From an optimization exercise on the open Yosys and OpenROAD flow, aimed at small area, a short achievable clock period and few clock cycles per item; shortcuts taken in it are not production practice.
At most, simulation tests tie the RTL to the original design; equivalence was not proved.
Function not checked in runs 2 and 3: the RTL went through the layout flow alone.
In every run shown here, the design's own scripts or RTL, not TritonCTS, make the clock network.
The clock input has no modelled driver; a real chip could not lean on it and would need a root buffer or a full tree.
Power figures rest on the tool's default switching activity, not on a simulated workload.

[flow/design.v]
module glyph_rounder (
    input  wire       clk,
    input  wire       rst,         
    input  wire       in_valid,
    output wire       in_ready,
    input  wire [7:0] in_data,
    output wire       out_valid,
    input  wire       out_ready,
    output wire [7:0] out_data
);
    reg [7:0] a [0:8];
    reg [6:0] up;
    reg [2:0] kin;           
    reg [2:0] j;             
    reg       pend;          
    reg       pre;           
    reg       newrow;        
    reg       pv;            
    reg [2:0] pcr;
    reg [5:0] acc;
    reg       inv_a;         
    reg       inv_b;         
    reg [7:0] obuf, skid;
    reg       ov, sv;
    reg       rdy;
    assign in_ready  = rdy;
    assign out_valid = ov;
    assign out_data  = obuf;
    wire adv      = pend ? ~sv : pre;           
    wire consume  = pend & ~sv;
    wire do_lower = in_valid & rdy;
    wire complete = do_lower & (kin == 3'd7);
    wire cdone    = ~pend | (j == 3'd7);        
    wire top      = (j == 3'd0);
    wire bot      = (j == 3'd7);
    wire [2:0] pc     = a[0][0] + a[0][1] + a[0][2] + a[0][3] +
                        a[0][4] + a[0][5] + a[0][6];
    wire       plast  = pv & (newrow ? (kin == 3'd1) : (kin == 3'd0));
    wire [5:0] tot    = acc + {3'd0, pcr};
    wire       inv_c  = (tot > 6'd28);
    wire       cnew   = plast & top;                
    wire       inv    = cnew ? inv_c : inv_a;
    wire [6:0] ctr = a[8][6:0];
    wire [8:0] hp  = {inv, ctr, inv};               
    wire [6:0] uu  = top ? {7{inv}} : up;
    wire [6:0] dd  = bot ? {7{inv}} : a[7][6:0];
    wire [6:0] cor = (hp[8:2] ^ hp[6:0]) & (uu ^ dd);
    wire [7:0] row_out = {a[8][7], (ctr & ~cor) | ({7{inv}} & cor)};
    wire [8:0] up_m, en;
    genvar gp;
    generate
        for (gp = 0; gp < 9; gp = gp + 1) begin : g_en
            assign up_m[gp] = adv & (gp > kin);
            assign en[gp]   = do_lower | up_m[gp];
        end
    endgenerate
    integer p;
    always @(posedge clk) begin
        if (en[0])
            a[0] <= in_data;
        for (p = 1; p < 9; p = p + 1)
            if (en[p])
                a[p] <= a[p - 1];
        if (adv)
            up <= ctr;
        pcr <= pc;
        if (plast && !(pend && top))
            inv_b <= inv_c;
        if (cnew)
            inv_a <= inv_c;
        else if (adv && cdone)
            inv_a <= plast ? inv_c : inv_b;
    end
    wire       take   = ov & out_ready;
    wire       ofree  = ~ov | take;
    wire [2:0] kin_n  = kin + {2'd0, do_lower};
    wire       pre_n  = (pre & ~(adv & cdone)) | complete;
    wire       pend_n = (adv & cdone) ? pre : pend;
    wire [2:0] j_n    = (adv & cdone) ? 3'd0 : j + {2'd0, adv};
    wire       sv_n   = ofree ? 1'b0 : (sv | consume);
    always @(posedge clk) begin
        if (ofree)
            obuf <= sv ? skid : row_out;
        else if (consume)
            skid <= row_out;
    end
    always @(posedge clk) begin
        if (rst) begin
            kin    <= 3'd0;
            j      <= 3'd0;
            pend   <= 1'b0;
            pre    <= 1'b0;
            newrow <= 1'b0;
            pv     <= 1'b0;
            acc    <= 6'd0;
            ov     <= 1'b0;
            sv     <= 1'b0;
            rdy    <= 1'b1;
        end else begin
            kin    <= kin_n;
            j      <= j_n;
            pend   <= pend_n;
            pre    <= pre_n;
            newrow <= do_lower;
            pv     <= newrow;
            if (plast)
                acc <= 6'd0;
            else if (pv)
                acc <= tot;
            ov     <= ofree ? (sv | consume) : 1'b1;
            sv     <= sv_n;
            rdy    <= ~pend_n | ~sv_n;
        end
    end
endmodule
[flow/flow/run.sh]
#!/bin/bash
# Standard ORFS layout (the standard.sh) with these changes:
#  - port buffers of sky130_fd_sc_hd__buf_2,
#  - a tighter repair_timing target (SETUP_SLACK_MARGIN),
#  - the clock tree built by flow/mcts.tcl: the clock port drives four
#    clkbuf_16, each driving the clock pins of one quarter of the registers.
# Make's output goes to flow_make.log; each ORFS step keeps its own log
# under orfs/logs/.
set -euo pipefail
here=$(pwd)
export MCTS_K=4
export MCTS_BUF=sky130_fd_sc_hd__clkbuf_16
bash standard.sh finish \
    "BUFFER_PORTS_ARGS=-buffer_cell sky130_fd_sc_hd__buf_2" \
    SETUP_SLACK_MARGIN=5.6 \
    "PRE_CTS_TCL=$here/flow/pre_cts.tcl" \
    > flow_make.log 2>&1
[flow/flow/mcts.tcl]
proc mcts_build {} {
  set K [expr {[info exists ::env(MCTS_K)] ? $::env(MCTS_K) : 4}]
  set cell [expr {[info exists ::env(MCTS_BUF)] ? $::env(MCTS_BUF) : "sky130_fd_sc_hd__clkbuf_16"}]
  set block [ord::get_db_block]
  set master [[ord::get_db] findMaster $cell]
  set clk [$block findNet clk]
  set sinks {}
  foreach it [$clk getITerms] {
    if {[[$it getMTerm] getSigType] eq "CLOCK" || [[$it getMTerm] getName] eq "CLK"} {
      set xy [$it getAvgXY]
      lappend sinks [list [lindex $xy 1] [lindex $xy 2] $it]
    }
  }
  # split into K groups: halves by x, then by y
  set groups [list $sinks]
  set dim 0
  while {[llength $groups] < $K} {
    set ng {}
    foreach g $groups {
      set s [lsort -real -index $dim $g]
      set h [expr {[llength $s] / 2}]
      lappend ng [lrange $s 0 [expr {$h - 1}]] [lrange $s $h end]
    }
    set groups $ng
    set dim [expr {1 - $dim}]
  }
  set k 0
  foreach g $groups {
    set sx 0; set sy 0
    foreach s $g { set sx [expr {$sx + [lindex $s 0]}]; set sy [expr {$sy + [lindex $s 1]}] }
    set n [llength $g]
    set cx [expr {int($sx / $n)}]; set cy [expr {int($sy / $n)}]
    set inst [odb::dbInst_create $block $master "mcts_buf_$k"]
    $inst setLocation $cx $cy
    $inst setPlacementStatus PLACED
    set net [odb::dbNet_create $block "mcts_net_$k"]
    $net setSigType CLOCK
    foreach s $g {
      set it [lindex $s 2]
      $it disconnect
      $it connect $net
    }
    [$inst findITerm X] connect $net
    [$inst findITerm A] connect $clk
    incr k
  }
  puts "mcts: $K buffers of $cell for [llength $sinks] clock pins"
}
[flow/flow/pre_cts.tcl]
# Sourced by ORFS's cts step before clock_tree_synthesis (PRE_CTS_TCL).
# Swaps clock_tree_synthesis for the balanced one-level tree of mcts.tcl;
# the rest of the cts step (placement legalisation, repair_timing) runs as
# usual.
source [file join [file dirname [info script]] mcts.tcl]
rename clock_tree_synthesis orfs_clock_tree_synthesis
proc clock_tree_synthesis {args} {
  mcts_build
  set_propagated_clock [all_clocks]
}
[flow/standard.sh]
#!/bin/bash
# synth_recipe.tcl (not shown) runs the flow's synth.tcl, then flattens the netlist and writes it again
# the make line also repeats each setting of config.mk as NAME=value (left out here)
make -C /OpenROAD-flow-scripts/flow DESIGN_CONFIG=/design/flow/config.mk WORK_HOME=/design/flow/orfs CLKGATE_MAP_FILE= SYNTH_SCRIPT=/design/flow/synth_recipe.tcl "${@:-finish}"
[flow/config.mk]
export PLATFORM = sky130hd
export DESIGN_NAME = glyph_rounder
export DESIGN_NICKNAME = glyph_rounder
export VERILOG_FILES = /design/flow/design.v
export SDC_FILE = /design/flow/constraint.sdc
export NUM_CORES = 4
export LEC_CHECK = 0
export ABC_AREA = 1
export CAP_MARGIN = 20
export CORE_MARGIN = 2
export CORE_UTILIZATION = 40
export PLACE_DENSITY = 0.6
export SETUP_SLACK_MARGIN = 5.0
export SLEW_MARGIN = 20
[flow/constraint.sdc]
create_clock -name core_clock -period 8.0 [get_ports {clk}]
set_input_delay 1.6000 -clock core_clock [delete_from_list [all_inputs] [get_ports {clk}]]
set_output_delay 1.6000 -clock core_clock [all_outputs]
set_load 0.01 [all_outputs]
==> notes.md, run 1 <==
outcome=no timing/DRC/antenna violations; Final Instance Count excl. Fillers=~560; Net Count, Synth=410; Filler cells=about 1000; Avg WL per Cell=roughly 13 um; Port Buf Inserts=21; Max-cap violations=0; Setup crit end kind=flip-flop; crit start category=flip-flop; flops & latches, synth=119; cell count after synthesis=386; max-slew violations=0; Synth Area in Adders=0.0397; Worst Max-Slew Pin Slew=0.618 ns; metal3 WL=approximately 280 um; Skew-Pair Late Insertion Delay=about 0.17 ns; chip width=113 um; first-pass GRT wire length=12400 um; Synth Area in Compound Gates=0.0268; most frequent cells in the layout=97 x edfxtp_1, 73 x nand2_1, 43 x inv_1; largest net degree at the start of global routing=31; Worst Setup SP=acc[0]$_SDFFE_PP0P_; RSZ-0062 raised after global routing=true; P_sw=229 uW; endpoints failing setup=0; core footprint=11500 sq um; row count=39; detailed-route via count=2740; fmax=just over 0.4 GHz; GRT Total Usage=0.115; crit path DAT=2.40 ns; Setup TNS=0 ns; FF-to-FF setup slack=5.55 ns; Layout Utilization=0.478; WP data required=7.95 ns; initial antenna violation count=0; share of cells above drive strength 1=0.248; crit path capture=skid[0]$_DFFE_PP_; Switching Share=0.211; Area Overhead vs Synth=16.2%; FF-to-FF Start=acc[0]$_SDFFE_PP0P_; DR vias/cell=between 4 and 5; crit path max fanout=7; die area=around 13000 sq um; Final Instance Area=5490 sq um; xor/xnor share of the synthesized area=0.0167; simple-gate area share of the yosys netlist=0.158; hold buffer count at CTS=0; Met2 Wirelength=3860 um; Multi-input gate area=~1500 sq um; R2R depth=14; First-pass DRT Iterations=4; Max Clock Skew=0.0166 ns; Post-DP Area=5060 sq um; R2R Path End=skid[0]$_DFFE_PP_; endpoints failing hold=0; Power Internal=856 uW; slew margin rel.=0.586; Setup CP Type=flip-flop to flip-flop; ant diodes=0; antenna viol nets, final=0; Post-route DRC=0; detailed placement HPWL=a little over 5000 um; min Tclk post-route=2.45 ns; commonest non-fill, non-tap cell in the layout=edfxtp_1; Die H=approximately 110 um; Comb power frac=0.110; multiplexer area fraction after synthesis=0; Avg Cell Area, Syn=12.2 sq um; Final #Nets=445; largest family of logic cells by synthesized area=simple AND/OR/NAND/NOR gates; gr ovfl total=0; register area=3360 sq um; routability cong.=roughly 0.85; clock-pin slew on the worst setup and hold paths=approximately 0.11 ns; number of global-route vias before repair=2752; initial DRC count=115; Synth warnings=2; Final Cycle Share=0.307; Clock power frac=0.216; Mapped Area=4720 sq um; Leak=2.11 nW; type of the worst min-delay path=flip-flop to flip-flop; initial core utilization=0.412; IO Count=22; WL final=approximately 7400 um; PD cells=198 nW/um^2; Post-Place Cells=545; Max VDD drop=0.120 mV; number of distinct library cells after synthesis=31; hold slack=0.422 ns; Metal-1 WL=3210 um; DR top layer=met4; proportion of synthesized chip area in sequential cells=0.710; Flop pwr share=0.674
## cells in the mapped netlist
master | number | area [sq um]
xor2_1 | 7 | 61.3
nor3_1 | 3 | 15.0
a31oi_1 | 3 | 18.8
a32o_1 | 1 | 10.0
inv_2 | 2 | 7.51
nand2_1 | 93 | 349
xnor2_1 | 2 | 17.5
nand3_1 | 21 | 105
a21oi_1 | 11 | 55.1
o21ai_0 | 6 | 30.0
ha_1 | 7 | 87.6
nand3b_1 | 1 | 7.51
nor2_2 | 3 | 18.8
edfxtp_1 | 97 | 2910
nor2_1 | 19 | 71.3
nand2_2 | 2 | 12.5
and2_1 | 6 | 37.5
or2_2 | 1 | 6.26
clkbuf_1 | 2 | 7.51
o21ai_1 | 1 | 5.00
clkbuf_2 | 1 | 5.00
dfxtp_1 | 22 | 440
o211ai_1 | 1 | 7.51
buf_2 | 1 | 5.00
nand4_1 | 13 | 81.3
buf_6 | 2 | 22.5
clkinv_1 | 1 | 3.75
nand3_2 | 3 | 30.0
inv_1 | 48 | 180
fa_1 | 5 | 100
nand2_4 | 1 | 11.3
## metrics by stage
step / setup WS, ns / power (mW)
4_1_cts: 5.53 / 1.08
2_1_floorplan: 5.57 / 0.808
3_5_place_dp: 5.32 / 0.836
6_report: 5.55 / 1.08
3_3_place_gp: 5.34 / 0.831
5_1_grt: 5.43 / 1.13
## worst min path at each step
stage	depth (start not counted)	slack, ns	startpoint	to
after floorplan	0	0.40	a[0][7]$_DFFE_PP_	a[1][7]$_DFFE_PP_
after global placement	0	0.40	a[1][6]$_DFFE_PP_	a[2][6]$_DFFE_PP_
after detailed placement	0	0.40	a[3][5]$_DFFE_PP_	a[4][5]$_DFFE_PP_
after CTS	0	0.43	a[4][5]$_DFFE_PP_	a[5][5]$_DFFE_PP_
after global routing	0	0.43	a[4][2]$_DFFE_PP_	a[5][2]$_DFFE_PP_
final	0	0.42	a[4][5]$_DFFE_PP_	a[5][5]$_DFFE_PP_
## flip-flops by register name (all words and copies together), names as in the netlist, 3 cells and up
name and cells:
j 3, pcr 3, skid 8, kin 3, a 72, obuf 8, acc 6, up 7
## logic make-up (layout without fill, tap and decap cells)
kind of cell,Yosys count,after routing
simple gates,166,169
fa+ha+maj,12,12
flops,119,119
compound gates,23,23
xor+xnor,9,9
buf+inv,57,87
## cell type report
cell class | count | area share
inverters | 51 | 0.0363
flip-flops and latches | 119 | 0.612
well taps | 143 | 0.0326
repair buffers | 32 | 0.0367
multi-input cells | 213 | 0.264
plain buffers | 4 | 0.0182
## worst max-delay path: stages (launching register included)
cell and delay, ns:
dfxtp_2 0.35, ha_4 0.16, fa_2 0.53, or2_4 0.11, nand2_2 0.05, nor2_2 0.09, nand2_2 0.08, nand3_4 0.15
nand3_4 0.16, buf_6 0.17, nand2_2 0.05, nand2_2 0.05, nand3_2 0.07, nand2_2 0.06, and2_4 0.15
## power groups by stage
| stage | Sequential [mW] | Combinational, mW | Clock [mW] |
|---|---|---|---|
| 6_report | 0.731 | 0.119 | 0.235 |
| 5_1_grt | 0.736 | 0.134 | 0.262 |
| 4_1_cts | 0.731 | 0.107 | 0.241 |
| 3_5_place_dp | 0.744 | 0.0928 | 0 |
| 3_3_place_gp | 0.742 | 0.0889 | 0 |
| 2_1_floorplan | 0.740 | 0.0684 | 0 |
## timing repair
item,in CTS,in global routing
endpoints found under the setup margin,75,56
pin swaps,22,41
buffers inserted,6,4
gates cloned,2,1
resized for setup,23,38
endpoints found under the hold margin,0,0
## metal layers
| layer | vias up | global-route usage |
|---|---|---|
| met5 | - | 0 |
| met4 | 0 | 0.00813 |
| met3 | 5 | 0.00918 |
| met2 | 37 | 0.218 |
| met1 | 1319 | 0.152 |
| li1 | 1379 | - |
Testbench counts, summed over its fixed seeds: cycles 25,680, items 3,200.
==> run 2: changes to the inputs <==
--- a/flow/design.v
+++ b/flow/design.v
@@ -17,18 +17,19 @@
     reg       newrow;        
     reg       pv;            
     reg [2:0] pcr;
-    reg [5:0] acc;
+    reg [5:0] rem;           
     reg       inv_a;         
     reg       inv_b;         
     reg [7:0] obuf, skid;
     reg       ov, sv;
-    reg       rdy;
+    reg       rdy;           
     assign in_ready  = rdy;
     assign out_valid = ov;
     assign out_data  = obuf;
     wire adv      = pend ? ~sv : pre;           
     wire consume  = pend & ~sv;
-    wire do_lower = in_valid & rdy;
+    wire rdy_i    = ~pend | ~sv;                 
+    wire do_lower = in_valid & rdy_i;
     wire complete = do_lower & (kin == 3'd7);
     wire cdone    = ~pend | (j == 3'd7);        
     wire top      = (j == 3'd0);
@@ -36,8 +37,9 @@
     wire [2:0] pc     = a[0][0] + a[0][1] + a[0][2] + a[0][3] +
                         a[0][4] + a[0][5] + a[0][6];
     wire       plast  = pv & (newrow ? (kin == 3'd1) : (kin == 3'd0));
-    wire [5:0] tot    = acc + {3'd0, pcr};
-    wire       inv_c  = (tot > 6'd28);
+    wire [5:0] rem_n  = rem - {3'd0, pcr};
+    wire       inv_c  = rem[5] | (rem == 6'd0) |
+                        ((rem[4:3] == 2'd0) & (pcr >= rem[2:0]));
     wire       cnew   = plast & top;                
     wire       inv    = cnew ? inv_c : inv_a;
     wire [6:0] ctr = a[8][6:0];
@@ -92,7 +94,7 @@
             pre    <= 1'b0;
             newrow <= 1'b0;
             pv     <= 1'b0;
-            acc    <= 6'd0;
+            rem    <= 6'd29;
             ov     <= 1'b0;
             sv     <= 1'b0;
             rdy    <= 1'b1;
@@ -104,9 +106,9 @@
             newrow <= do_lower;
             pv     <= newrow;
             if (plast)
-                acc <= 6'd0;
+                rem <= 6'd29;
             else if (pv)
-                acc <= tot;
+                rem <= rem_n;
             ov     <= ofree ? (sv | consume) : 1'b1;
             sv     <= sv_n;
             rdy    <= ~pend_n | ~sv_n;
==> run 2 against run 1 <==
  * Critical path depth fell by 8
  * Clock skew rose by 0.0019 ns
  * Sequential power down 0.8%
  * Via count shrank 4.6%
  * Die area rose by 0.38%
  * Routed wire length down 7.5%
  * Final cell count unchanged
  * Largest power group unchanged
  * First-iteration DRC count is 12% lower
  * Sequential share of layout area increased by 2.1 points
==> notes.md, run 2 <==
outcome=no timing/DRC/antenna violations; Mapped Area=~4700 sq um; ant diodes=0; Final Instance Area=about 5300 sq um; most frequent cells after synthesis=97 x edfxtp_1, 88 x nand2_1, 65 x inv_1; first-pass GRT wire length=11700 um; initial antenna violation count=0; WL final=6840 um; slew margin rel.=0.458; Synth Flop Type=edfxtp_1; Setup crit end kind=flip-flop; WP data required=7.89 ns; Final Cycle Share=0.310; synth top area cells=edfxtp_1 61%, dfxtp_1 9.3%, nand2_1 7.0%; Yosys top cell area share=0.614; slowest cell on the critical path=a311oi_4; clock-pin slew on the worst setup and hold paths=0.11 ns; max FFs per register=about 70; share of cells above drive strength 1=0.134; type of the worst min-delay path=flip-flop to flip-flop; Synth warnings=2; gr ovfl total=0; CP cell instances=buf_8 > nand2_8 > inv_8 > nor2_4 > a311oi_4 > buf_6; endpoints failing hold=0; PD cells=around 200 nW/um^2; Avg Cell Area, Syn=12.1 sq um; EDFF count, synth=97; Post-Place Cells=555; leading area contributor after synthesis=edfxtp_1; Worst Max-Slew Pin Slew=0.792 ns; proportion of synthesized chip area in sequential cells=0.707; Top Registers=a (72), obuf (8), skid (8); largest net degree at the start of global routing=31; fmax=0.403 GHz; Max Clock Skew=0.0185 ns; Leak=approximately 2.2 nW; flops & latches, synth=119; antenna viol nets, final=0; number of distinct library cells after synthesis=27; hold buffer count at CTS=0; initial DRC count=slightly above 100; Area Overhead vs Synth=11.7%; hold path depth=0; min Tclk post-route=about 2.5 ns; routability cong.=0.788; Setup CP Type=input port to flip-flop; most common cell in the netlist=edfxtp_1; Net Count, Synth=between 400 and 500; endpoints failing setup=0; Die H=113 um; detailed placement HPWL=about 5000 um; GRT Total Usage=0.107; Async SR Flop Fraction=0; Post-route DRC=0; Final #Nets=448; detailed-route via count=approximately 2.6k; max incr delay on CP=0.27 ns; RSZ-0062 raised after global routing=true; First-pass DRT Iterations=15; commonest non-fill, non-tap cell in the layout=edfxtp_1; Avg WL per Cell=between 10 and 15 um; crit start category=input port; crit path DAT=around 2.4 ns; cell count after synthesis=393; Top reg by flops=a; Max-cap violations=0; crit path max fanout=8; Max VDD drop=0.156 mV; core footprint=11500 sq um; Final Instance Count excl. Fillers=~560; Setup TNS=0 ns; max-slew violations=0; hold slack=between 0.4 and 0.5 ns; R2R depth=8; Port Buf Inserts=21; DR vias/cell=around 4.6; number of global-route vias before repair=2606; initial core utilization=0.412; Skew-Pair Late Insertion Delay=about 0.17 ns; IO Count=22; chip width=~110 um; Post-DP Area=5090 sq um; die area=~13000 sq um; most frequent cells in the layout=97 x edfxtp_1, 86 x nand2_1, 61 x inv_1; Layout Utilization=0.460; row count=39
[run 2: cell types whose count changed in the layout (fill, tap and decap cells not counted), moves of 4 or more]
cell and delta:
buf_4 -8, ha_1 +4, inv_1 +18, nand2_1 +13, nand2_2 -18, nand3_4 -5
nand4_1 -8, nor2_1 +13, nor2_2 -7
[run 2: final cells by class]
cell class                      instances  area [sq um]
Timing Repair Buffer                   24           154
Inverter                               68           265
Sequential cell                       119          3350
Buffer                                  4           100
Tap cell                              143           179
Multi-Input combinational cell        204          1240
Fill cell                            1059          6220
[run 2: cells by family (layout without fill, tap and decap cells)]
kind of cell,after synthesis,in the layout,share of synthesized area
adder cells (fa/ha/maj),15,15,0.0475
XOR/XNOR,10,10,0.0185
AO/OA/AOI/OAI,21,21,0.0272
buffers and inverters,70,96,0.0554
AND/OR/NAND/NOR,158,158,0.144
flip-flops,119,119,0.707
[run 2: final timing paths]
kind         slack, ns           endpoint               from
max reg2reg       5.57     pcr[1]$_DFF_P_  a[0][0]$_DFFE_PP_
min reg2reg       0.42  a[3][5]$_DFFE_PP_  a[2][5]$_DFFE_PP_
min               0.42  a[3][5]$_DFFE_PP_  a[2][5]$_DFFE_PP_
max               5.52  a[3][7]$_DFFE_PP_           in_valid
[run 2: what timing repair did]
action,CTS,global route
setup endpoints to repair,62,66
pin swaps,6,5
resized for setup,14,7
buffers inserted,3,0
[run 2: layer usage]
metal  vias up  GRT usage  part of all wire
met5         -          0                 0
met4         0     0.0122            0.0095
met3         7    0.00696             0.021
met2        27      0.205              0.50
met1      1234      0.140              0.47
li1       1345          -                 -
[run 2: critical path, delay by kind of cell]
kind | cells | cell delay (ns)
AND/OR/NAND/NOR | 2 | 0.14
buffers and inverters | 3 | 0.34
AO/OA/AOI/OAI | 1 | 0.27
[run 2: metrics by stage]
stage | setup WS, ns | power, mW
after detailed placement | 5.17 | 0.834
after global placement | 5.18 | 0.830
after CTS | 5.54 | 1.07
after floorplan | 5.43 | 0.804
after global routing | 5.48 | 1.11
final | 5.52 | 1.06
[run 2: power breakdown]
part           internal (mW)  leakage (nW)  switching [mW]
combinational         0.0377         0.999          0.0597
clock                 0.0928        0.0493           0.143
sequential             0.708          1.12          0.0171
==> run 3: changes to the inputs <==
--- a/flow/flow/run.sh
+++ b/flow/flow/run.sh
@@ -12,6 +12,6 @@
 export MCTS_BUF=sky130_fd_sc_hd__clkbuf_16
 bash standard.sh finish \
     "BUFFER_PORTS_ARGS=-buffer_cell sky130_fd_sc_hd__buf_2" \
-    SETUP_SLACK_MARGIN=5.6 \
+    SETUP_SLACK_MARGIN=5.75 \
     "PRE_CTS_TCL=$here/flow/pre_cts.tcl" \
     > flow_make.log 2>&1
==> run 3 against run 2 <==
  * Synthesized cell count unchanged
  * Critical path depth unchanged
  * Routed wire length increased by 4.2%
  * Synthesized area unchanged
  * Sequential share of layout area decreased by 1.9 points
  * Sequential power about the same
  * Clock skew decreased by 0.0069 ns
==> notes.md, run 3 <==
Area Overhead vs Synth=15.2%; Final Cycle Share=0.309; die area=12700 sq um; R2R Path End=pcr[1]$_DFF_P_; max FFs per register=72; hold path depth=0; gr ovfl total=0; worst path bufs/invs=3; crit start category=input port; synth top area cells=edfxtp_1 61%, dfxtp_1 9.3%, nand2_1 7.0%; row count=39; leading area contributor after synthesis=edfxtp_1; initial core utilization=0.412; Layout Utilization=0.474; Setup crit end kind=flip-flop; Die H=between 100 and 150 um; GRT Total Usage=0.115; Post-route DRC=0; Mapped Area=roughly 4700 sq um; Avg Cell Area, Syn=12.1 sq um; Synth warnings=2; detailed placement HPWL=5170 um; max-slew violations=0; cell count after synthesis=393; initial DRC count=92; RSZ-0062 raised after global routing=true; Skew-Pair Late Insertion Delay=about 0.17 ns; Max VDD drop=0.152 mV; hold buffer count at CTS=0; most common cell in the netlist=edfxtp_1; clock-pin slew on the worst setup and hold paths=0.11 ns; Yosys top cell area share=0.614; Avg WL per Cell=12.5 um; IO Count=22; Setup TNS=0 ns; CP cell instances=buf_8 > nand2_8 > inv_8 > nor2_4 > a311oi_4 > buf_6; PD cells=195 nW/um^2; fmax=0.404 GHz; WHS Endpoint=a[2][2]$_DFFE_PP_; outcome=no timing/DRC/antenna violations; number of distinct library cells after synthesis=27; largest net degree at the start of global routing=31; FF-to-FF setup slack=5.57 ns; endpoints failing setup=0; EDFF count, synth=97; Worst Max-Slew Pin Slew=0.805 ns; endpoints failing hold=0; Leak=roughly 2.2 nW; Top reg by flops=a; number of global-route vias before repair=2755; R2R depth=8; Net Count, Synth=420; min Tclk post-route=2.47 ns; slowest cell on the critical path=a311oi_4; Max Clock Skew=between 0.01 and 0.015 ns; chip width=113 um; routability cong.=0.786; crit path max fanout=8; Max-cap violations=0; First-pass DRT Iterations=15; kind of cell adding the most delay to the critical path=buffers and inverters; WP data required=7.89 ns; Async SR Flop Fraction=0; CP Depth=6; detailed-route via count=around 2.7k; antenna viol nets, final=0; WL final=7130 um; most frequent cells in the layout=97 x edfxtp_1, 86 x nand2_1, 57 x inv_1; type of the worst min-delay path=flip-flop to flip-flop; Setup CP Type=input port to flip-flop; Top Registers=a (72), obuf (8), skid (8); crit path DAT=2.36 ns; max incr delay on CP=0.27 ns; most frequent cells after synthesis=97 x edfxtp_1, 88 x nand2_1, 65 x inv_1; proportion of synthesized chip area in sequential cells=0.707; flops & latches, synth=about 120; Final #Nets=455; first-pass GRT wire length=around 12000 um; share of cells above drive strength 1=0.167; DR vias/cell=roughly 4.7; ant diodes=0; Worst Min Path Start=a[1][2]$_DFFE_PP_; Synth Flop Type=edfxtp_1; slew margin rel.=0.449; commonest non-fill, non-tap cell in the layout=edfxtp_1; Port Buf Inserts=21; core footprint=approximately 12000 sq um; FF-to-FF Start=a[0][0]$_DFFE_PP_; initial antenna violation count=0
## run 3: cell counts after synthesis
Identical to the previous run, type by type.
## run 3: kinds of logic (layout without fill, tap and decap cells)
logic type,after synthesis,count (layout),share of synthesized area
adders and majority gates,15,15,0.0475
DFF,119,119,0.707
xor gates and xnor gates,10,10,0.0185
and+or+nand+nor,158,158,0.144
AOI/OAI and AO/OA,21,21,0.0272
buffers and inverters,70,103,0.0554
## run 3: repair_timing
item                       4_1_cts  5_1_grt
setup endpoints to repair       89      108
buffers inserted                 6        4
cloned                           0        0
gates resized for setup         18       19
pin swaps                        6        4
## run 3: report_power, final
group          internal [mW]  leakage [nW]  switching (mW)
Combinational         0.0420          1.04          0.0622
Sequential             0.708          1.12          0.0180
Clock                 0.0928        0.0493           0.142
## run 3: routing by layer
| metal | up-vias | part of all wire | track usage |
|---|---|---|---|
| met4 | 0 | 0.010 | 0.0122 |
| met5 | - | 0 | 0 |
| met2 | 38 | 0.52 | 0.217 |
| met3 | 6 | 0.035 | 0.0107 |
| met1 | 1288 | 0.44 | 0.149 |
| li1 | 1356 | - | - |
## run 3: worst max-delay path by stage
| stage | to | startpoint | slack, ns |
|---|---|---|---|
| after floorplan | a[3][0]$_DFFE_PP_ | in_valid | 5.43 |
| after global placement | a[3][3]$_DFFE_PP_ | in_valid | 5.18 |
| after detailed placement | a[3][7]$_DFFE_PP_ | in_valid | 5.15 |
| after CTS | a[3][7]$_DFFE_PP_ | in_valid | 5.55 |
| after global routing | pcr[1]$_DFF_P_ | a[0][0]$_DFFE_PP_ | 5.47 |
| final | a[3][7]$_DFFE_PP_ | in_valid | 5.53 |
## run 3: metrics by stage
stage	instance area (sq um)	std cells	setup slack, ns	total power [mW]	hold slack, ns
floorplan	4820	393	5.43	0.805	0.400
global placement	5100	555	5.18	0.831	0.402
detailed placement	5100	555	5.15	0.835	0.405
CTS	5350	565	5.55	1.07	0.425
global route	5460	569	5.47	1.12	0.431
finish	5460	569	5.53	1.06	0.424
## run 3: cell type report
cell class	count	area, sq um
fillers	1060	6050
flip-flops and latches	119	3360
multi-input cells	204	1300
inverters	68	275
repair buffers	31	255
well taps	143	179
plain buffers	4	100
==> run 4: changes to the inputs <==
--- a/flow/design.v
+++ b/flow/design.v
@@ -29,13 +29,18 @@
     wire adv      = pend ? ~sv : pre;           
     wire consume  = pend & ~sv;
     wire rdy_i    = ~pend | ~sv;                 
-    wire do_lower = in_valid & rdy_i;
-    wire complete = do_lower & (kin == 3'd7);
+    wire do_lower;
     wire cdone    = ~pend | (j == 3'd7);        
     wire top      = (j == 3'd0);
     wire bot      = (j == 3'd7);
-    wire [2:0] pc     = a[0][0] + a[0][1] + a[0][2] + a[0][3] +
-                        a[0][4] + a[0][5] + a[0][6];
+    wire [6:0] b0  = a[0][6:0];
+    wire       s1  = b0[0] ^ b0[1] ^ b0[2];
+    wire       c1  = (b0[0] & b0[1]) | (b0[0] & b0[2]) | (b0[1] & b0[2]);
+    wire       s2  = b0[3] ^ b0[4] ^ b0[5];
+    wire       c2  = (b0[3] & b0[4]) | (b0[3] & b0[5]) | (b0[4] & b0[5]);
+    wire       s3  = s1 ^ s2 ^ b0[6];
+    wire       c3  = (s1 & s2) | (s1 & b0[6]) | (s2 & b0[6]);
+    wire [2:0] pc  = {(c1 & c2) | (c1 & c3) | (c2 & c3), c1 ^ c2 ^ c3, s3};
     wire       plast  = pv & (newrow ? (kin == 3'd1) : (kin == 3'd0));
     wire [5:0] rem_n  = rem - {3'd0, pcr};
     wire       inv_c  = rem[5] | (rem == 6'd0) |
@@ -53,7 +58,6 @@
     generate
         for (gp = 0; gp < 9; gp = gp + 1) begin : g_en
             assign up_m[gp] = adv & (gp > kin);
-            assign en[gp]   = do_lower | up_m[gp];
         end
     endgenerate
     integer p;
@@ -73,17 +77,40 @@
         else if (adv && cdone)
             inv_a <= plast ? inv_c : inv_b;
     end
-    wire       take   = ov & out_ready;
-    wire       ofree  = ~ov | take;
-    wire [2:0] kin_n  = kin + {2'd0, do_lower};
-    wire       pre_n  = (pre & ~(adv & cdone)) | complete;
+    wire       ofree, skid_en, ov_n, sv_n, rdy_n;
+    glyph_rounder_oready u_oready (
+        .out_ready (out_ready),
+        .ov        (ov),
+        .sv        (sv),
+        .consume   (consume),
+        .pend_n    (pend_n),
+        .ofree     (ofree),
+        .skid_en   (skid_en),
+        .ov_n      (ov_n),
+        .sv_n      (sv_n),
+        .rdy_n     (rdy_n)
+    );
+    wire [2:0] kin_n;
+    wire       pre_n;
+    glyph_rounder_late u_late (
+        .in_valid (in_valid),
+        .rdy_i    (rdy_i),
+        .up_m     (up_m),
+        .kin      (kin),
+        .kin_inc  (kin + 3'd1),
+        .pre_0    (pre & ~(adv & cdone)),
+        .kin7     (kin == 3'd7),
+        .do_lower (do_lower),
+        .en       (en),
+        .kin_n    (kin_n),
+        .pre_n    (pre_n)
+    );
     wire       pend_n = (adv & cdone) ? pre : pend;
     wire [2:0] j_n    = (adv & cdone) ? 3'd0 : j + {2'd0, adv};
-    wire       sv_n   = ofree ? 1'b0 : (sv | consume);
     always @(posedge clk) begin
         if (ofree)
             obuf <= sv ? skid : row_out;
-        else if (consume)
+        if (skid_en)
             skid <= row_out;
     end
     always @(posedge clk) begin
@@ -109,9 +136,45 @@
                 rem <= 6'd29;
             else if (pv)
                 rem <= rem_n;
-            ov     <= ofree ? (sv | consume) : 1'b1;
+            ov     <= ov_n;
             sv     <= sv_n;
-            rdy    <= ~pend_n | ~sv_n;
+            rdy    <= rdy_n;
         end
     end
 endmodule
+module glyph_rounder_oready (
+    input  wire out_ready,
+    input  wire ov,
+    input  wire sv,
+    input  wire consume,
+    input  wire pend_n,
+    output wire ofree,       
+    output wire skid_en,     
+    output wire ov_n,
+    output wire sv_n,
+    output wire rdy_n
+);
+    assign ofree   = ~ov | out_ready;
+    assign skid_en = ov & ~out_ready & consume;
+    assign ov_n    = sv | consume | (ov & ~out_ready);
+    assign sv_n    = ov & ~out_ready & (sv | consume);
+    assign rdy_n   = ~pend_n | ~sv_n;
+endmodule
+module glyph_rounder_late (
+    input  wire       in_valid,
+    input  wire       rdy_i,
+    input  wire [8:0] up_m,
+    input  wire [2:0] kin,
+    input  wire [2:0] kin_inc,
+    input  wire       pre_0,
+    input  wire       kin7,
+    output wire       do_lower,
+    output wire [8:0] en,
+    output wire [2:0] kin_n,
+    output wire       pre_n
+);
+    assign do_lower = in_valid & rdy_i;
+    assign en       = {9{do_lower}} | up_m;
+    assign kin_n    = do_lower ? kin_inc : kin;
+    assign pre_n    = pre_0 | (do_lower & kin7);
+endmodule
--- a/flow/flow/run.sh
+++ b/flow/flow/run.sh
@@ -12,6 +12,6 @@
 export MCTS_BUF=sky130_fd_sc_hd__clkbuf_16
 bash standard.sh finish \
     "BUFFER_PORTS_ARGS=-buffer_cell sky130_fd_sc_hd__buf_2" \
-    SETUP_SLACK_MARGIN=5.75 \
+    SETUP_SLACK_MARGIN=5.6 \
     "PRE_CTS_TCL=$here/flow/pre_cts.tcl" \
     > flow_make.log 2>&1
--- a/flow/config.mk
+++ b/flow/config.mk
@@ -12,3 +12,5 @@
 export PLACE_DENSITY = 0.6
 export SETUP_SLACK_MARGIN = 5.0
 export SLEW_MARGIN = 20
+export SYNTH_HIERARCHICAL = 1
+export SYNTH_MINIMUM_KEEP_SIZE = 0
==> run 4 against run 3 <==
  * Combinational power fell by 15%
  * Total power shrank 1.5%
  * Cell area decreased by 1.9%
  * Die area increased by 4.0%
  * Worst hold slack worse by 0.0062 ns
  * Utilization decreased by 2.8 points
  * Final cell count rose by 5.3%
  * Highest routed layer unchanged
  * Synthesized area up 4.2%
  * Largest power group unchanged
  * Routed wire length rose by 7.0%
  * Largest cell class unchanged
  * Clock skew grew 0.0063 ns
  * First-iteration DRC count increased by 32%
==> notes.md, run 4 <==
gr ovfl total=0; Setup CP Type=input port to flip-flop; Worst Max-Slew Pin Slew=0.475 ns; Final #Nets=483; largest net degree at the start of global routing=31; Top Registers=a (72), obuf (8), skid (8); GRT Total Usage=0.118; PD cells=196 nW/um^2; Post-DP Area=5190 sq um; Synth Flop Type=edfxtp_1; antenna viol nets, final=0; Max VDD drop=0.175 mV; share of cells above drive strength 1=0.117; metal3 WL=169 um; min Tclk post-route=2.41 ns; chip width=between 100 and 150 um; type of the worst min-delay path=flip-flop to flip-flop; endpoints failing hold=0; row count=40; Die H=115 um; commonest non-fill, non-tap cell in the layout=nand2_1; Yosys top cell area share=0.590; Port Buf Inserts=21; clock-pin slew on the worst setup and hold paths=0.11 ns; most common cell in the netlist=nand2_1; hold slack=0.418 ns; fmax=0.416 GHz; Synth warnings=8; max incr delay on CP=approximately 0.34 ns; DR vias/cell=4.70; core footprint=around 12000 sq um; Max Clock Skew=0.0179 ns; Async SR Flop Fraction=0; RSZ-0062 raised after global routing=true; Skew-Pair Late Insertion Delay=0.17 ns; ant diodes=0; endpoints failing setup=0; detailed-route via count=roughly 2.8k; max FFs per register=72; most frequent cells after synthesis=104 x nand2_1, 97 x edfxtp_1, 66 x inv_1; flops & latches, synth=119; WL final=7630 um; number of distinct library cells after synthesis=31; Post-route DRC=0; DR top layer=met4; Met2 Wirelength=between 4000 and 5000 um; Setup TNS=0 ns; slew margin rel.=0.681; proportion of synthesized chip area in sequential cells=0.679; number of global-route vias before repair=2782; Area Overhead vs Synth=8.38%; slowest cell on the critical path=nand2_1; Layout Utilization=0.446; most frequent cells in the layout=103 x nand2_1, 97 x edfxtp_1, 64 x inv_1; first-pass GRT wire length=13000 um; total power=roughly 1.0 mW; hold buffer count at CTS=0; crit start category=input port; First-pass DRT Iterations=5; Mapped Area=roughly 4900 sq um; Leak=2.18 nW; die area=13300 sq um; outcome=no timing/DRC/antenna violations; EDFF count, synth=just under 100; initial antenna violation count=0; routability cong.=0.772; leading area contributor after synthesis=edfxtp_1; Final Instance Area=5360 sq um; crit path DAT=2.25 ns; Avg WL per Cell=12.7 um; Metal-1 WL=roughly 3300 um; Max-cap violations=0; synth top area cells=edfxtp_1 59%, dfxtp_1 8.9%, nand2_1 7.9%; max-slew violations=0; IO Count=22; initial core utilization=0.411; cell count after synthesis=429; CP cell instances=buf_2 > nand2_2 > nand2_1; detailed placement HPWL=5620 um; WP data required=7.85 ns; Avg Cell Area, Syn=11.5 sq um; Net Count, Synth=458; Filler cells=1091; Top reg by flops=a; initial DRC count=121; Setup crit end kind=flip-flop; crit path max fanout=13; Final Cycle Share=0.301
run 4: cell types whose count changed after synthesis, sizes merged, moves of 2 or more:
| cell | change |
|---|---|
| ha | +2 |
| inv | +2 |
| nand3 | +5 |
| nand4 | +6 |
| xnor2 | -2 |
| nor2 | +3 |
| nand2 | +20 |
| buf | +3 |
run 4: cells by family (layout without fill, tap and decap cells):
| group | after synthesis | after routing | synth area share |
|---|---|---|---|
| adders and majority gates | 17 | 17 | 0.0506 |
| buffers and inverters | 75 | 96 | 0.0615 |
| and+or+nand+nor | 193 | 195 | 0.175 |
| AOI/OAI and AO/OA | 17 | 17 | 0.0197 |
| xor gates and xnor gates | 8 | 8 | 0.0142 |
| DFF | 119 | 119 | 0.679 |
run 4: Yosys stat by module (local to each module, per instance):
module	times used	flip-flops and latches	cells
glyph_rounder_oready	1	0	12
glyph_rounder	1	119	384
glyph_rounder_late	1	0	33
run 4: power breakdown:
part	leakage, nW	internal (mW)	switching (mW)
sequential	1.12	0.707	0.0174
combinational	1.01	0.0335	0.0551
clock	0.0493	0.0928	0.144
run 4: critical path, delay by kind of cell:
family	cells	cell delay, ns
buffers and inverters	1	0.13
AND/OR/NAND/NOR	2	0.52
run 4: worst paths after layout:
path | startpoint | depth (start not counted) | endpoint | slack [ns]
min | a[5][4]$_DFFE_PP_ | 0 | a[6][4]$_DFFE_PP_ | 0.42
min reg2reg | a[5][4]$_DFFE_PP_ | 0 | a[6][4]$_DFFE_PP_ | 0.42
max reg2reg | j[1]$_SDFF_PP0_ | 10 | skid[2]$_DFFE_PP_ | 5.79
max | in_valid | 3 | a[8][7]$_DFFE_PP_ | 5.59
run 4: metrics by stage:
step / std cells / setup slack, ns
after floorplan: 429 / 5.67
after global placement: 592 / 5.42
after detailed placement: 592 / 5.39
after CTS: 596 / 5.59
after global routing: 599 / 5.51
final: 599 / 5.59
run 4: routing by layer:
| metal | up-vias | track usage |
|---|---|---|
| li1 | 1452 | - |
| met1 | 1305 | 0.151 |
| met2 | 46 | 0.228 |
| met3 | 14 | 0.00580 |
| met4 | 0 | 0.0137 |
| met5 | - | 0 |
run 4: timing repair:
action / 4_1_cts / 5_1_grt
pin swaps: 0 / 3
gates cloned: 0 / 2
setup buffers: 0 / 1
gates resized for setup: 1 / 9
endpoints found under the setup margin: 53 / 86
run 4: layout make-up:
class                           instances  area [sq um]  area share
Multi-Input combinational cell        237          1340       0.250
Buffer                                  4           100      0.0187
Inverter                               70           263      0.0491
Sequential cell                       119          3360       0.627
Tap cell                              147           184      0.0343
Timing Repair Buffer                   22           113      0.0210
Testbench counts of run 4, summed over its fixed seeds: cycles 25,680, items 3,200.
==> run 5: changes to the inputs <==
--- a/flow/flow/run.sh
+++ b/flow/flow/run.sh
@@ -12,6 +12,6 @@
 export MCTS_BUF=sky130_fd_sc_hd__clkbuf_16
 bash standard.sh finish \
     "BUFFER_PORTS_ARGS=-buffer_cell sky130_fd_sc_hd__buf_2" \
-    SETUP_SLACK_MARGIN=5.6 \
+    SETUP_SLACK_MARGIN=5.7 \
     "PRE_CTS_TCL=$here/flow/pre_cts.tcl" \
     > flow_make.log 2>&1
==> run 5 against run 4 <==
  * Critical path type unchanged
  * Sequential share of layout area is 1.9 points lower
  * Routed wire length is 1.3% lower
  * Still clean on timing, DRC and antenna
  * Final cell count is 2.0% higher
  * Sequential cell count stayed put
  * Utilization is 1.5 points higher
  * Synthesized area stayed put
  * Critical endpoint is now a[7][2]$_DFFE_PP_
  * Cell area is 3.4% higher
==> notes.md, run 5 <==
Power Internal=836 uW; max-slew violations=0; global-route met1 utilization=0.147; Max Clock Skew=0.0201 ns; Synth warnings=8; Synth Area in Adders=0.0506; Setup TNS=0 ns; most frequent cells in the layout=97 x edfxtp_1, 94 x nand2_1, 64 x inv_1; type of the worst min-delay path=flip-flop to flip-flop; setup ws final=5.71 ns; Switching Share=0.201; Area Overhead vs Synth=12.1%; Mapped Area=4940 sq um; met3 usage=0.0111; number of distinct library cells after synthesis=31; slowest cell on the critical path=nand2_2; detailed-route via count=about 2.8k; Setup crit end kind=flip-flop; hold buffer count at CTS=0; PD cells=about 190 nW/um^2; core footprint=12000 sq um; First-pass DRT Iterations=4; outcome=no timing/DRC/antenna violations; Final Instance Area=5540 sq um; Final #Nets=roughly 500; Max VDD drop=0.0958 mV; WL final=7530 um; most frequent cells after synthesis=104 x nand2_1, 97 x edfxtp_1, 66 x inv_1; WP data required=7.87 ns; Flop pwr share=0.691; IO Count=22; most common cell in the netlist=nand2_1; Post-route DRC=0; Yosys top cell area share=0.590; Synth Area in Compound Gates=0.0198; DR vias/cell=4.65; first-pass GRT wire length=13000 um; synth top area cells=edfxtp_1 59%, dfxtp_1 8.9%, nand2_1 7.9%; met2 GRT Util=0.227; slew margin rel.=0.704; max FFs per register=72; Post-DP Area=roughly 5200 sq um; max incr delay on CP=0.23 ns; hold slack=0.418 ns; Async SR Flop Fraction=0; Comb power frac=0.090; fmax=between 0.4 and 0.5 GHz; leading area contributor after synthesis=edfxtp_1; crit start category=input port; pre-CTS WS=between 5 and 6 ns; antenna viol nets, final=0; cell count after synthesis=429; ant diodes=0; initial core utilization=0.411; row count=40; gr ovfl total=0; Leak=~2.3 nW; crit path max fanout=13; Port Buf Inserts=21; detailed placement HPWL=5540 um; commonest non-fill, non-tap cell in the layout=edfxtp_1; Net Count, Synth=~460; die area=13300 sq um; flops & latches, synth=119; share of cells above drive strength 1=0.168; Avg Cell Area, Syn=11.5 sq um; Top Registers=a (72), obuf (8), skid (8); RSZ-0062 raised after global routing=true; simple-gate area share of the yosys netlist=0.175; initial DRC count=162; Die H=115 um; most used routing layer=met2; EDFF count, synth=97; Synth Flop Type=edfxtp_1; min Tclk post-route=roughly 2.3 ns; crit path DAT=2.16 ns; Worst Max-Slew Pin Slew=approximately 0.44 ns; xor/xnor share of the synthesized area=0.0142; Top reg by flops=a; CP cell instances=buf_2 > nand2_4 > nand2_2; largest net degree at the start of global routing=31; Avg WL per Cell=about 12 um; largest family of logic cells by synthesized area=simple AND/OR/NAND/NOR gates; endpoints failing setup=0; routability cong.=0.809; initial antenna violation count=0; Setup CP Type=input port to flip-flop; Skew-Pair Late Insertion Delay=0.17 ns; chip width=115 um; Max-cap violations=0; clock-pin slew on the worst setup and hold paths=0.11 ns; endpoints failing hold=0; GRT Total Usage=0.118; multiplexer area fraction after synthesis=0; Final Cycle Share=0.287; proportion of synthesized chip area in sequential cells=0.679; P_sw=211 uW; number of global-route vias before repair=2814; Clock power frac=0.219
==> run 5: layer usage <==
metal,wire [um],up-vias
li1,-,1481
met1,3250,1298
met2,3930,49
met3,238,11
met4,109,0
met5,0,-
==> run 5: repair_timing <==
item | CTS | global route
setup endpoints to repair | 86 | 67
pin swaps | 2 | 4
setup buffers | 1 | 13
resized for setup | 18 | 19
cloned | 0 | 1
==> run 5: worst max-delay path: cells and delay by family <==
| kind | cells | cell delay (ns) |
|---|---|---|
| buffers and inverters | 1 | 0.14 |
| AND/OR/NAND/NOR | 2 | 0.41 |
==> run 5: logic make-up (layout without fill, tap and decap cells) <==
family / after synthesis / after routing
AO/OA/AOI/OAI: 17 / 17
XOR/XNOR: 8 / 8
adder cells (fa/ha/maj): 17 / 17
buffers and inverters: 75 / 109
flip-flops: 119 / 119
AND/OR/NAND/NOR: 193 / 194
==> run 5: power groups by stage <==
stage          combinational, mW  clock (mW)  sequential (mW)
2_1_floorplan             0.0638           0            0.734
3_3_place_gp              0.0846           0            0.738
3_5_place_dp              0.0868           0            0.738
4_1_cts                   0.0891       0.240            0.724
5_1_grt                    0.111       0.260            0.728
6_report                  0.0938       0.230            0.723
==> run 5: path summary, 6_finish.rpt <==
path,startpoint,endpoint,slack [ns],cells after the start
setup reg to reg,pcr[0]$_DFF_P_,skid[2]$_DFFE_PP_,5.89,14
setup / recovery,in_valid,a[7][2]$_DFFE_PP_,5.71,3
hold / removal,a[5][0]$_DFFE_PP_,a[6][0]$_DFFE_PP_,0.42,0
hold reg to reg,a[5][0]$_DFFE_PP_,a[6][0]$_DFFE_PP_,0.42,0
==> run 5: modules after synthesis (local to each module, per instance) <==
| module | times used | flops+latches | cells |
|---|---|---|---|
| glyph_rounder | 1 | 119 | 384 |
| glyph_rounder_late | 1 | 0 | 33 |
| glyph_rounder_oready | 1 | 0 | 12 |
==> run 5: through the flow <==
| step | utilization | cells | power (mW) |
|---|---|---|---|
| after CTS | 0.447 | 597 | 1.05 |
| after detailed placement | 0.433 | 592 | 0.825 |
| final | 0.461 | 611 | 1.05 |
| after global placement | 0.433 | 592 | 0.823 |
| after global routing | 0.461 | 611 | 1.10 |
| after floorplan | - | 429 | 0.798 |
==> run 5: final cells by class <==
cell class              count  area [sq um]
plain buffers               4           100
repair buffers             35           214
fillers                  1093          6470
flip-flops and latches    119          3360
multi-input cells         236          1410
inverters                  70           268
well taps                 147           184
==> run 6: changes to the inputs <==
==> flow/design.v (replaced) <==
module glyph_rounder (
    input  wire       clk,
    input  wire       rst,         
    input  wire       in_valid,
    output wire       in_ready,
    input  wire [7:0] in_data,
    output wire       out_valid,
    input  wire       out_ready,
    output wire [7:0] out_data
);
    reg [7:0] a [0:8];
    reg [6:0] up;
    reg [2:0] rcv;           
    reg       a0v;           
    reg [2:0] j;             
    reg       pend;          
    reg       newrow;        
    reg       pv;            
    reg [2:0] pcr;
    reg [5:0] rem;           
    reg       inv_a;         
    reg       inv_b;         
    reg [7:0] obuf, skid;
    reg       ov, sv;
    reg       rdy;           
    assign in_ready  = rdy;
    assign out_valid = ov;
    assign out_data  = obuf;
    wire upper    = pend & ~sv;                 
    wire lower    = a0v & (~pend | ~sv);        
    wire rdy_i    = ~a0v | ~pend | ~sv;         
    wire [2:0] kin = rcv - {2'd0, a0v};         
    wire complete = lower & (rcv == 3'd0);      
    wire top      = (j == 3'd0);
    wire bot      = (j == 3'd7);
    wire [6:0] b0  = a[0][6:0];
    wire       s1  = b0[0] ^ b0[1] ^ b0[2];
    wire       c1  = (b0[0] & b0[1]) | (b0[0] & b0[2]) | (b0[1] & b0[2]);
    wire       s2  = b0[3] ^ b0[4] ^ b0[5];
    wire       c2  = (b0[3] & b0[4]) | (b0[3] & b0[5]) | (b0[4] & b0[5]);
    wire       s3  = s1 ^ s2 ^ b0[6];
    wire       c3  = (s1 & s2) | (s1 & b0[6]) | (s2 & b0[6]);
    wire [2:0] pc  = {(c1 & c2) | (c1 & c3) | (c2 & c3), c1 ^ c2 ^ c3, s3};
    wire       plast  = pv & (newrow ? (rcv == 3'd1) : (rcv == 3'd0));
    wire [5:0] rem_n  = rem - {3'd0, pcr};
    wire       inv_c  = rem[5] | (rem == 6'd0) |
                        ((rem[4:3] == 2'd0) & (pcr >= rem[2:0]));
    wire       cnew   = plast & top;                
    wire       inv    = cnew ? inv_c : inv_a;
    wire [6:0] ctr = a[8][6:0];
    wire [8:0] hp  = {inv, ctr, inv};               
    wire [6:0] uu  = top ? {7{inv}} : up;
    wire [6:0] dd  = bot ? {7{inv}} : a[7][6:0];
    wire [6:0] cor = (hp[8:2] ^ hp[6:0]) & (uu ^ dd);
    wire [7:0] row_out = {a[8][7], (ctr & ~cor) | ({7{inv}} & cor)};
    wire [8:1] en;
    genvar gp;
    generate
        for (gp = 1; gp < 9; gp = gp + 1) begin : g_en
            assign en[gp] = lower | (upper & (gp > kin));
        end
    endgenerate
    wire       do_lower;
    wire [2:0] rcv_n;
    wire       a0v_n, ofree, skid_en, ov_n, sv_n, rdy_n;
    wire       pend_n = complete | (pend & ~(upper & bot));
    wire [2:0] j_n    = complete ? 3'd0 : j + {2'd0, upper};
    glyph_rounder_late u_late (
        .in_valid  (in_valid),
        .out_ready (out_ready),
        .rdy_i     (rdy_i),
        .rcv       (rcv),
        .rcv_inc   (rcv + 3'd1),
        .a0v_keep  (a0v & ~lower),
        .pend_n    (pend_n),
        .ov        (ov),
        .sv        (sv),
        .consume   (upper),
        .do_lower  (do_lower),
        .rcv_n     (rcv_n),
        .a0v_n     (a0v_n),
        .ofree     (ofree),
        .skid_en   (skid_en),
        .ov_n      (ov_n),
        .sv_n      (sv_n),
        .rdy_n     (rdy_n)
    );
    integer p;
    always @(posedge clk) begin
        if (do_lower)
            a[0] <= in_data;
        for (p = 1; p < 9; p = p + 1)
            if (en[p])
                a[p] <= a[p - 1];
        if (upper)
            up <= ctr;
        pcr <= pc;
        if (plast && !(pend && top))
            inv_b <= inv_c;
        if (cnew)
            inv_a <= inv_c;
        else if (complete)
            inv_a <= plast ? inv_c : inv_b;
        if (ofree)
            obuf <= sv ? skid : row_out;
        if (skid_en)
            skid <= row_out;
    end
    always @(posedge clk) begin
        if (rst) begin
            rcv    <= 3'd0;
            a0v    <= 1'b0;
            j      <= 3'd0;
            pend   <= 1'b0;
            newrow <= 1'b0;
            pv     <= 1'b0;
            rem    <= 6'd29;
            ov     <= 1'b0;
            sv     <= 1'b0;
            rdy    <= 1'b1;
        end else begin
            rcv    <= rcv_n;
            a0v    <= a0v_n;
            j      <= j_n;
            pend   <= pend_n;
            newrow <= do_lower;
            pv     <= newrow;
            if (plast)
                rem <= 6'd29;
            else if (pv)
                rem <= rem_n;
            ov     <= ov_n;
            sv     <= sv_n;
            rdy    <= rdy_n;
        end
    end
endmodule
module glyph_rounder_late (
    input  wire       in_valid,
    input  wire       out_ready,
    input  wire       rdy_i,
    input  wire [2:0] rcv,
    input  wire [2:0] rcv_inc,
    input  wire       a0v_keep,
    input  wire       pend_n,
    input  wire       ov,
    input  wire       sv,
    input  wire       consume,
    output wire       do_lower,   
    output wire [2:0] rcv_n,
    output wire       a0v_n,
    output wire       ofree,      
    output wire       skid_en,    
    output wire       ov_n,
    output wire       sv_n,
    output wire       rdy_n
);
    assign do_lower = in_valid & rdy_i;
    assign rcv_n    = do_lower ? rcv_inc : rcv;
    assign a0v_n    = do_lower | a0v_keep;
    assign ofree    = ~ov | out_ready;
    assign skid_en  = ov & ~out_ready & consume;
    assign ov_n     = sv | consume | (ov & ~out_ready);
    assign sv_n     = ov & ~out_ready & (sv | consume);
    assign rdy_n    = ~a0v_n | ~pend_n | ~sv_n;
endmodule
--- a/flow/flow/run.sh
+++ b/flow/flow/run.sh
@@ -12,6 +12,6 @@
 export MCTS_BUF=sky130_fd_sc_hd__clkbuf_16
 bash standard.sh finish \
     "BUFFER_PORTS_ARGS=-buffer_cell sky130_fd_sc_hd__buf_2" \
-    SETUP_SLACK_MARGIN=5.7 \
+    SETUP_SLACK_MARGIN=5.8 \
     "PRE_CTS_TCL=$here/flow/pre_cts.tcl" \
     > flow_make.log 2>&1
==> run 6 against run 5 <==
  * Largest power group unchanged
  * Total power up 13%
  * Largest cell class unchanged
  * Highest routed layer unchanged
  * Clock power rose by 4%
  * Global-route usage shrank 0.16 points
  * Utilization rose by 0.52 points
  * Combinational power rose by 87%
  * Register-to-register slack improved by 0.04 ns
  * Sequential share of layout area down 0.31 points
  * Clock skew down 0.0021 ns
==> notes.md, run 6 <==
core footprint=between 10000 and 15000 sq um; Final Cycle Share=0.287; Metal-1 WL=3030 um; metal3 WL=193 um; IO Count=22; DR top layer=met4; setup ws final=5.70 ns; PD cells=212 nW/um^2; Area Overhead vs Synth=14.6%; hold slack=0.414 ns; Setup TNS=0 ns; clock-pin slew on the worst setup and hold paths=0.11 ns; leading area contributor after synthesis=edfxtp_1; largest family of logic cells by synthesized area=simple AND/OR/NAND/NOR gates; commonest non-fill, non-tap cell in the layout=edfxtp_1; Setup crit end kind=primary output; Top reg by flops=a; Switching Share=0.234; Max-cap violations=0; synth top area cells=edfxtp_1 60%, dfxtp_1 9.1%, nand2_1 7.5%; detailed placement HPWL=5290 um; largest net degree at the start of global routing=31; Post-Place Cells=573; Die H=114 um; die area=13100 sq um; type of the worst min-delay path=flip-flop to flip-flop; number of global-route vias before repair=2761; outcome=no timing/DRC/antenna violations; worst path bufs/invs=1; GRT Total Usage=0.116; slew margin rel.=0.513; EDFF count, synth=97; share of cells above drive strength 1=0.210; chip width=between 100 and 150 um; Net Count, Synth=around 440; Synth Area in Compound Gates=0.0237; Port Buf Inserts=21; Synth Flop Type=edfxtp_1; min Tclk post-route=2.30 ns; max FFs per register=72; hold buffer count at CTS=0; max incr delay on CP=0.38 ns; Clock power frac=0.203; flops & latches, synth=119; initial core utilization=0.407; simple-gate area share of the yosys netlist=0.163; kind of cell adding the most delay to the critical path=flip-flops; Layout Utilization=0.466; Final #Nets=about 480; total power=1.18 mW; proportion of synthesized chip area in sequential cells=0.689; Final Instance Count excl. Fillers=590; Skew-Pair Late Insertion Delay=around 0.18 ns; Avg Cell Area, Syn=11.9 sq um; CP cell instances=buf_2; P_sw=276 uW; first-pass GRT wire length=12600 um; multiplexer area fraction after synthesis=0; endpoints failing setup=0; Max VDD drop=0.102 mV; routability cong.=0.777; Yosys top cell area share=0.599; Setup CP Type=flip-flop to primary output; First-pass DRT Iterations=5; detailed-route via count=around 2.8k; Comb power frac=0.148; ant diodes=0; gr ovfl total=0; crit path DAT=0.70 ns; antenna viol nets, final=0; WL final=7400 um; Async SR Flop Fraction=0; fmax=0.435 GHz; slowest cell on the critical path=edfxtp_1; most frequent cells after synthesis=97 x edfxtp_1, 97 x nand2_1, 56 x inv_1; Final Instance Area=5580 sq um; Worst Max-Slew Pin Slew=slightly above 0.7 ns; Met2 Wirelength=3990 um; max-slew violations=0; Flop pwr share=0.649; Leak=2.24 nW; most frequent cells in the layout=97 x edfxtp_1, 92 x nand2_1, 49 x inv_1; Max Clock Skew=0.0180 ns; DR vias/cell=4.74; cell count after synthesis=between 400 and 500; Top Registers=a (72), obuf (8), skid (8); Synth warnings=8; Mapped Area=4870 sq um; Post-route DRC=0; endpoints failing hold=0; initial antenna violation count=0; crit path max fanout=1; WP data required=around 6.4 ns; Avg WL per Cell=around 13 um; RSZ-0062 raised after global routing=true; Synth Area in Adders=0.0540; Post-DP Area=~5200 sq um; crit start category=flip-flop; xor/xnor share of the synthesized area=0.0162; number of distinct library cells after synthesis=32; Power Internal=904 uW; pre-CTS WS=5.52 ns; row count=40; initial DRC count=93
run 6: cell count changes after synthesis, sizes merged, moves of 4 or more:
cell	delta
inv	-12
nand3	-4
nand2	-6
nor2	-4
o21ai	+4
nor3	-4
clkinv	+4
run 6: final cells by class:
| type | count | area (sq um) |
|---|---|---|
| Inverter | 62 | 272 |
| Tap cell | 147 | 184 |
| Timing Repair Buffer | 33 | 233 |
| Multi-Input combinational cell | 225 | 1420 |
| Fill cell | 1053 | 6380 |
| Buffer | 4 | 100 |
| Sequential cell | 119 | 3370 |
run 6: cells by family after synthesis:
| kind of cell | count (synthesis) |
|---|---|
| adder cells (fa/ha/maj) | 18 |
| XOR/XNOR | 9 |
| AND/OR/NAND/NOR | 176 |
| flip-flops | 119 |
| AO/OA/AOI/OAI | 21 |
| buffers and inverters | 66 |
run 6: power groups by stage:
stage / Sequential, mW / Combinational, mW / Clock, mW
6_report: 0.766 / 0.175 / 0.239
5_1_grt: 0.773 / 0.202 / 0.266
4_1_cts: 0.765 / 0.166 / 0.247
3_5_place_dp: 0.779 / 0.148 / 0
3_3_place_gp: 0.778 / 0.145 / 0
2_1_floorplan: 0.778 / 0.106 / 0
run 6: worst paths after layout:
path / from / end / slack, ns / cells after the start
max: obuf[4]$_DFFE_PP_ / out_data[4] / 5.70 / 1
min: a[5][2]$_DFFE_PP_ / a[6][2]$_DFFE_PP_ / 0.41 / 0
max reg2reg: rcv[0]$_SDFF_PP0_ / a[3][7]$_DFFE_PP_ / 5.93 / 7
min reg2reg: a[5][2]$_DFFE_PP_ / a[6][2]$_DFFE_PP_ / 0.41 / 0
run 6: routing by layer:
metal	GRT usage	vias up
met2	0.235	36
met4	0.0236	0
li1	-	1419
met3	0.0116	17
met1	0.131	1323
met5	0	-
run 6: repair_timing:
action / in CTS / in global routing
resized for setup: 25 / 30
gates cloned: 1 / 0
setup endpoints to repair: 84 / 86
buffers inserted: 8 / 4
pin swaps: 6 / 14
run 6: per-module statistics from Yosys (local to each module, per instance):
module	cell area, sq um	copies in the design	flip-flops and latches	cells inside
glyph_rounder_late	95.1	1	0	23
glyph_rounder	4770	1	119	386
Testbench counts of run 6, summed over its fixed seeds: cycles 25,680, items 3,200.
==> run 7: changes to the inputs <==
--- a/flow/flow/run.sh
+++ b/flow/flow/run.sh
@@ -12,6 +12,6 @@
 export MCTS_BUF=sky130_fd_sc_hd__clkbuf_16
 bash standard.sh finish \
     "BUFFER_PORTS_ARGS=-buffer_cell sky130_fd_sc_hd__buf_2" \
-    SETUP_SLACK_MARGIN=5.8 \
+    SETUP_SLACK_MARGIN=5.68 \
     "PRE_CTS_TCL=$here/flow/pre_cts.tcl" \
     > flow_make.log 2>&1
==> run 7 against run 6 <==
  * Global-route usage shrank 0.88 points
  * Utilization shrank 1.4 points
  * Sequential power is essentially flat
  * Critical path type unchanged
  * Synthesized area is the same
==> notes.md, run 7 <==
Async SR Flop Fraction=0; slowest cell on the critical path=edfxtp_1; EDFF count, synth=97; largest net degree at the start of global routing=31; Final Instance Area=5410 sq um; multiplexer area fraction after synthesis=0; Avg Cell Area, Syn=11.9 sq um; ant diodes=0; Synth warnings=8; crit start category=flip-flop; RSZ-0062 raised after global routing=true; Clock power frac=0.206; max-slew violations=0; Synth Flop Type=edfxtp_1; setup ws final=5.71 ns; Net Count, Synth=439; R2R Path End=a[1][3]$_DFFE_PP_; xor/xnor share of the synthesized area=0.0162; Synth Area in Adders=0.0540; hold buffer count at CTS=0; Area Overhead vs Synth=11.1%; Power Internal=893 uW; min Tclk post-route=2.29 ns; Top reg by flops=a; pre-CTS WS=5.10 ns; simple-gate area share of the yosys netlist=0.163; type of the worst min-delay path=flip-flop to flip-flop; DR vias/cell=4.64; initial core utilization=0.407; Max Clock Skew=0.0106 ns; most frequent cells after synthesis=97 x edfxtp_1, 97 x nand2_1, 56 x inv_1; GRT Total Usage=0.107; Comb power frac=0.135; routability cong.=0.783; endpoints failing hold=0; Final #Nets=470; Synth Area in Compound Gates=0.0237; R2R depth=8; cell count after synthesis=around 400; proportion of synthesized chip area in sequential cells=0.689; worst path bufs/invs=1; core footprint=12000 sq um; antenna viol nets, final=0; crit path capture=out_data[0]; commonest non-fill, non-tap cell in the layout=edfxtp_1; WP data required=6.40 ns; fmax=0.437 GHz; FF-to-FF setup slack=5.80 ns; WL final=6940 um; endpoints failing setup=0; most frequent cells in the layout=97 x edfxtp_1, 95 x nand2_1, 55 x inv_1; initial antenna violation count=0; row count=40; Post-Place Cells=roughly 570; largest family of logic cells by synthesized area=simple AND/OR/NAND/NOR gates; Top Registers=a (72), obuf (8), skid (8); Worst Setup SP=obuf[0]$_DFFE_PP_; initial DRC count=between 90 and 100; number of global-route vias before repair=2662; synth top area cells=edfxtp_1 60%, dfxtp_1 9.1%, nand2_1 7.5%; Setup crit end kind=primary output; Skew-Pair Late Insertion Delay=0.17 ns; crit path max fanout=1; number of distinct library cells after synthesis=32; Filler cells=1065; Worst Max-Slew Pin Slew=0.741 ns; chip width=114 um; Avg WL per Cell=about 12 um; Max-cap violations=0; Die H=approximately 110 um; outcome=no timing/DRC/antenna violations; First-pass DRT Iterations=4; crit path DAT=0.69 ns; Final Instance Count excl. Fillers=585; CP Depth=1; Post-route DRC=0; Port Buf Inserts=21; first-pass GRT wire length=11800 um; max incr delay on CP=between 0.3 and 0.4 ns; slew margin rel.=0.502; max FFs per register=around 70; Max VDD drop=around 0.12 mV; kind of cell adding the most delay to the critical path=flip-flops; flops & latches, synth=roughly 120; detailed placement HPWL=a little over 5000 um; Yosys top cell area share=0.599; Switching Share=0.230; Post-DP Area=5130 sq um; Mapped Area=4870 sq um; leading area contributor after synthesis=edfxtp_1; Setup CP Type=flip-flop to primary output; P_sw=267 uW; Setup TNS=0 ns; die area=13100 sq um; share of cells above drive strength 1=0.158; FF-to-FF Start=rcv[0]$_SDFF_PP0_; Leak=2.20 nW; gr ovfl total=0; IO Count=22; Final Cycle Share=0.286; Flop pwr share=0.659; CP cell instances=buf_2; detailed-route via count=roughly 2.7k; PD cells=roughly 210 nW/um^2; clock-pin slew on the worst setup and hold paths=0.11 ns
## run 7: timing repair
item | in CTS | in global routing
buffers inserted | 0 | 8
resized for setup | 13 | 15
endpoints found under the setup margin | 58 | 73
pin swaps | 1 | 4
## run 7: area by class of cell
class	instances	area (sq um)	share of cell area
buffer	4	100	0.0185
inverter	62	241	0.0447
multi-input combinational	224	1360	0.251
sequential	119	3360	0.621
tap	147	184	0.0340
timing repair buffer	29	165	0.0306
## run 7: Yosys stat by module, one instance, submodules excluded
module | area [sq um] | cells inside | copies in the design | flops+latches
glyph_rounder | 4770 | 386 | 1 | 119
glyph_rounder_late | 95.1 | 23 | 1 | 0
## run 7: layer usage
layer | GRT usage | vias to the layer above | share of wire
met5 | 0 | - | 0
met4 | 0.0171 | 0 | 0.013
met3 | 0.0106 | 9 | 0.026
met2 | 0.207 | 36 | 0.52
met1 | 0.132 | 1259 | 0.44
li1 | - | 1409 | -
## run 7: worst reg2reg max path, delay by kind of cell (launching register included)
family,cells,cell delay (ns)
AOI/OAI and AO/OA,2,0.49
buffers and inverters,3,0.45
DFF,1,0.40
adders and majority gates,2,0.40
xor gates and xnor gates,1,0.16
## run 7: kinds of logic after synthesis
| family | Yosys count |
|---|---|
| AND/OR/NAND/NOR | 176 |
| flip-flops | 119 |
| buffers and inverters | 66 |
| AO/OA/AOI/OAI | 21 |
| adder cells (fa/ha/maj) | 18 |
| XOR/XNOR | 9 |
## run 7: how the worst min path moves through the flow
stage                                 start           endpoint  slack [ns]  cells after the start
after global placement    a[2][0]$_DFFE_PP_  a[3][0]$_DFFE_PP_        0.40                      0
after global routing      a[2][3]$_DFFE_PP_  a[3][3]$_DFFE_PP_        0.44                      0
after detailed placement  a[0][7]$_DFFE_PP_  a[1][7]$_DFFE_PP_        0.40                      0
after CTS                 a[5][3]$_DFFE_PP_  a[6][3]$_DFFE_PP_        0.43                      0
final                     a[5][3]$_DFFE_PP_  a[6][3]$_DFFE_PP_        0.42                      0
after floorplan           a[0][7]$_DFFE_PP_  a[1][7]$_DFFE_PP_        0.40                      0
## run 7: metrics by stage
stage / power, mW / util / hold slack (ns)
finish: 1.16 / 0.452 / 0.419
global route: 1.22 / 0.452 / 0.437
CTS: 1.16 / 0.442 / 0.425
detailed placement: 0.923 / 0.429 / 0.405
global placement: 0.919 / 0.429 / 0.401
floorplan: 0.881 / - / 0.400
## run 7: power by group through the flow
stage / Combinational (mW) / Sequential [mW] / Clock (mW)
finish: 0.157 / 0.764 / 0.238
global route: 0.181 / 0.771 / 0.265
CTS: 0.149 / 0.765 / 0.247
detailed placement: 0.144 / 0.779 / 0
global placement: 0.141 / 0.778 / 0
floorplan: 0.103 / 0.777 / 0

==> re-timing with driven ports <==
How much do the figures lean on ideal ports? The routed layouts below were timed once more, with nothing changed but the port constraints.
Step 1 (the two cells are an assumption about what drives the block):
set clk [get_ports {clk}]
set_driving_cell -lib_cell sky130_fd_sc_hd__clkbuf_16 $clk
set_driving_cell -lib_cell sky130_fd_sc_hd__buf_2 [delete_from_list [all_inputs] $clk]
Step 2 also shifts input and output timing later by t, the mid clock arrival at the registers, as if the neighbouring blocks saw the same clock.
Three values: ideal, step 1, step 2; two values: the first two.
run	t (ns)	setup WS [ns]	worst data-port slew with drivers (ns)
run 1	0.240	5.545 / 5.545 / 5.442	0.04
run 2	0.240	5.518 / 5.542 / 5.302	0.05
run 3	0.243	5.527 / 5.555 / 5.312	0.05
run 4	0.238	5.594 / 5.627 / 5.388	0.04
run 5	0.239	5.706 / 5.643 / 5.502	0.04
run 6	0.242	5.701 / 5.626 / 5.612	0.06
run 7	0.244	5.711 / 5.633 / 5.555	0.03
After both steps every run listed still meets setup and hold. The setup slack of run 2, which loses most, moves by +0.024 ns with the drivers and by -0.216 ns with both steps.
